This design comes from an exercise in tuning for small area, a short achievable clock period and few clock cycles per item on the open sky130 flow, not from production work. In this exercise RTL edits were held to simulation tests only and were not proved equivalent to the original. Power and IR drop assume default switching activity.

JK:
## fc_codec
module fc_codec (
    input  wire       clk,
    input  wire       rst,         
    input  wire       req_valid,
    output wire       req_ready,
    input  wire [7:0] req_data,
    output wire       res_valid,
    input  wire       res_ready,
    output wire [7:0] res_data
);
Size: roughly 4,300 cells after synthesis, about 2,400 flip-flops, roughly 22 I/O pins, about 0.062 mm2 of cells after synthesis.
Settings: LEC_CHECK=0, CAP_MARGIN=20, CORE_MARGIN=2, CORE_UTILIZATION=60, CTS_CLUSTER_DIAMETER=80, CTS_CLUSTER_SIZE=30, SLEW_MARGIN=20; clock period 10.0 ns.
standard.sh (not shown) runs the stock make flow with config.mk's settings and CLKGATE_MAP_FILE= SYNTH_SCRIPT=/design/flow/synth_recipe.tcl, a recipe that flattens the netlist after the stock synthesis.
==> flow/flow/run.sh <==
#!/bin/bash
# The standard layout (the standard.sh: standard synthesis, floorplan,
# power grid, placement, CTS and routing, all unchanged) with timing repair
# told to keep 6.8 ns of setup slack on the 10 ns clock, i.e. to aim at a
# 3.2 ns cycle, instead of stopping once paths fit in the clock.
set -euo pipefail
bash standard.sh SETUP_SLACK_MARGIN=6.8 finish > standard_flow.log 2>&1
JK: all stages complete, timing, DRC and antenna checks passed
Testbench counts of JK, summed over its fixed seeds: cycles 38,935, items 1,280.
### JK -> MS
Settings: CTS_CLUSTER_SIZE now 20, was 30; CORE_UTILIZATION now 50, was 60.
==> flow/flow/run.sh <==
#!/bin/bash
# The standard layout (the standard.sh: standard synthesis, floorplan,
# power grid, placement, CTS and routing, all unchanged) with timing repair
# told to keep 6.7 ns of setup slack on the 10 ns clock, i.e. to aim at a
# 3.3 ns cycle, instead of stopping once paths fit in the clock.
set -euo pipefail
bash standard.sh SETUP_SLACK_MARGIN=6.7 finish > standard_flow.log 2>&1
Results
- Share of cells above drive strength 1 in MS is 1.5 points higher than in JK
- MS vs JK, wire length went up by about 4.5%.
- Relative contribution of combinational cells to total power was higher in JK than in MS.
- Compared with JK, MS shows a number of nets in the final layout that is 1.4% higher.
- Comparing MS and JK, the higher detailed-route wire length on metal 1 is on MS.
- Taking JK as the reference, in MS detailed-placement wirelength estimate higher; sequential share of cell area lower; net switching share of the total power roughly the same.
> inputs changed (MS -> AL)
Settings: a change of CTS_CLUSTER_SIZE from 20 to 30.
### Flow results
Final net count, AL and MS: lower on AL. AL gives more fraction of power spent switching nets than MS did. Clock tree cell share of total cell area: higher on MS. Cmp AL and MS / fraction of layout instances using a drive strength above 1 / higher: MS. Going from MS to AL, the number of post-CTS setup repair buffers was found to have gone up by 1. Cmp AL and MS / final routed wirelength across all metal layers / higher: MS. Internal power summed over all cells (AL over MS): decrease, about 5.6%.
Here is what was changed in the inputs of TR compared with AL.
Settings: CORE_UTILIZATION changed from 50 to 65.
Findings:
AL -> TR: power after layout decreased by a few percent. Sequential group power essentially unchanged between TR and AL. Side by side, met1 demand-to-capacity share in global routing turned out higher in TR than in AL. Across both runs, worst path arrival time was higher for TR than for AL. Higher global-route total usage across every layer was reported by TR, not AL. Changes observed in TR relative to AL: power density over the cells decreased 0.75%; final RePlAce weighted congestion higher. Sort TR and AL by cell count desc -> top: AL.
Inputs modified between TR and PW:
Settings: CTS_CLUSTER_SIZE now 24, was 30; CORE_UTILIZATION now 60, was 65.
Notes after the runs:
Looking at the reports, PW completed the entire flow and the layout it produced met the timing, design-rule and antenna checks.
Changes observed in PW relative to TR: combined buffer and inverter count along the critical path climbed 3, total of clock buffers placed in the layout climbed 28.
Vias after detailed routing across PW and TR: no real change.
Taking PW as 1.0, TR lands at 0.897 on non-clock buffer total of the final layout.
Endpoint of the most critical setup path: fm4_r[6] -> PW, res_data[5] -> TR
Taking TR as the reference, in PW well tap count grew by 103; peak per-stage delay on the critical path grew by 0.05 ns; proportion of power drawn by combinational gates shrank by 0.2 points.
Between TR and PW, initial antenna violation count decreased.
Reported for PW and TR, final-report max-slew violation count turned out identical to the last digit.

========
run K:
Another version of the RTL of fc_codec (not shown whole).
For scale: ~2,300 flip-flops, about 22 I/O pins.
Settings: LEC_CHECK=0, CAP_MARGIN=20, CORE_MARGIN=2, CORE_UTILIZATION=40, SLEW_MARGIN=20; clock period 10.0 ns.
run.sh (not shown) runs the stock make flow with config.mk's settings and CLKGATE_MAP_FILE= SYNTH_SCRIPT=/design/flow/synth_recipe.tcl, a recipe that flattens the netlist after the stock synthesis.
Stock flow here: none of the scripts above is used.
Run K went all the way through synthesis, placement and routing and the layout is clean on timing, DRC and antenna.
Testbench counts of run K, summed over its fixed seeds: cycles 38,902, items 1,280.
## Diff of input files: run D against run K
- an added SETUP_SLACK_MARGIN of 5
- a change of CORE_UTILIZATION from 40 to 70
## What came out
- What run D reported for via count has to be multiplied by 0.938 to get the figure for run K.
- On delay of the slowest cell on the worst path, run K and run D are basically level.
- Going from run K to run D, clock distribution power shrinks by about 0.6%.
- Looking at hold slack, run D sits 0.0047 ns lower than run K does.
- Max freq run K -> run D: improved
- From run D to run K, number of DRC violations after detailed routing did not move at all.

[afterwards: timing with drivers on the ports]
No port has a modelled driver above. Below, the same layouts with a new extraction and two added sets of constraints.
Step 1: set_driving_cell puts a clkbuf_16 on clk and a buf_2 on each other input, an assumption about the parent block.
Step 2 also shifts input and output timing later by t, the mid clock arrival at the registers, as if the neighbouring blocks saw the same clock.
a / b / c = no drivers / after step 1 / after step 2; a / b = the first two.
run	t, ns	slack for setup (ns)	worst hold slack (ns)
JK	0.762	6.748 / 6.682 / 6.128	0.315 / 0.315 / 0.315
MS	0.821	6.704 / 6.632 / 6.020	0.314 / 0.314 / 0.314
AL	0.779	6.761 / 6.691 / 6.004	0.320 / 0.320 / 0.320
TR	0.782	6.719 / 6.639 / 6.107	0.313 / 0.313 / 0.313
PW	0.776	6.650 / 6.637 / 5.861	0.314 / 0.314 / 0.314
run K	0.858	5.114 / 5.114 / 5.114	0.294 / 0.294 / 0.294
run D	0.859	5.185 / 5.185 / 5.185	0.290 / 0.290 / 0.290
After both steps every run listed still meets setup and hold. For PW, which loses most, drivers alone change the setup slack by -0.013 ns; drivers and shift together by -0.789 ns.
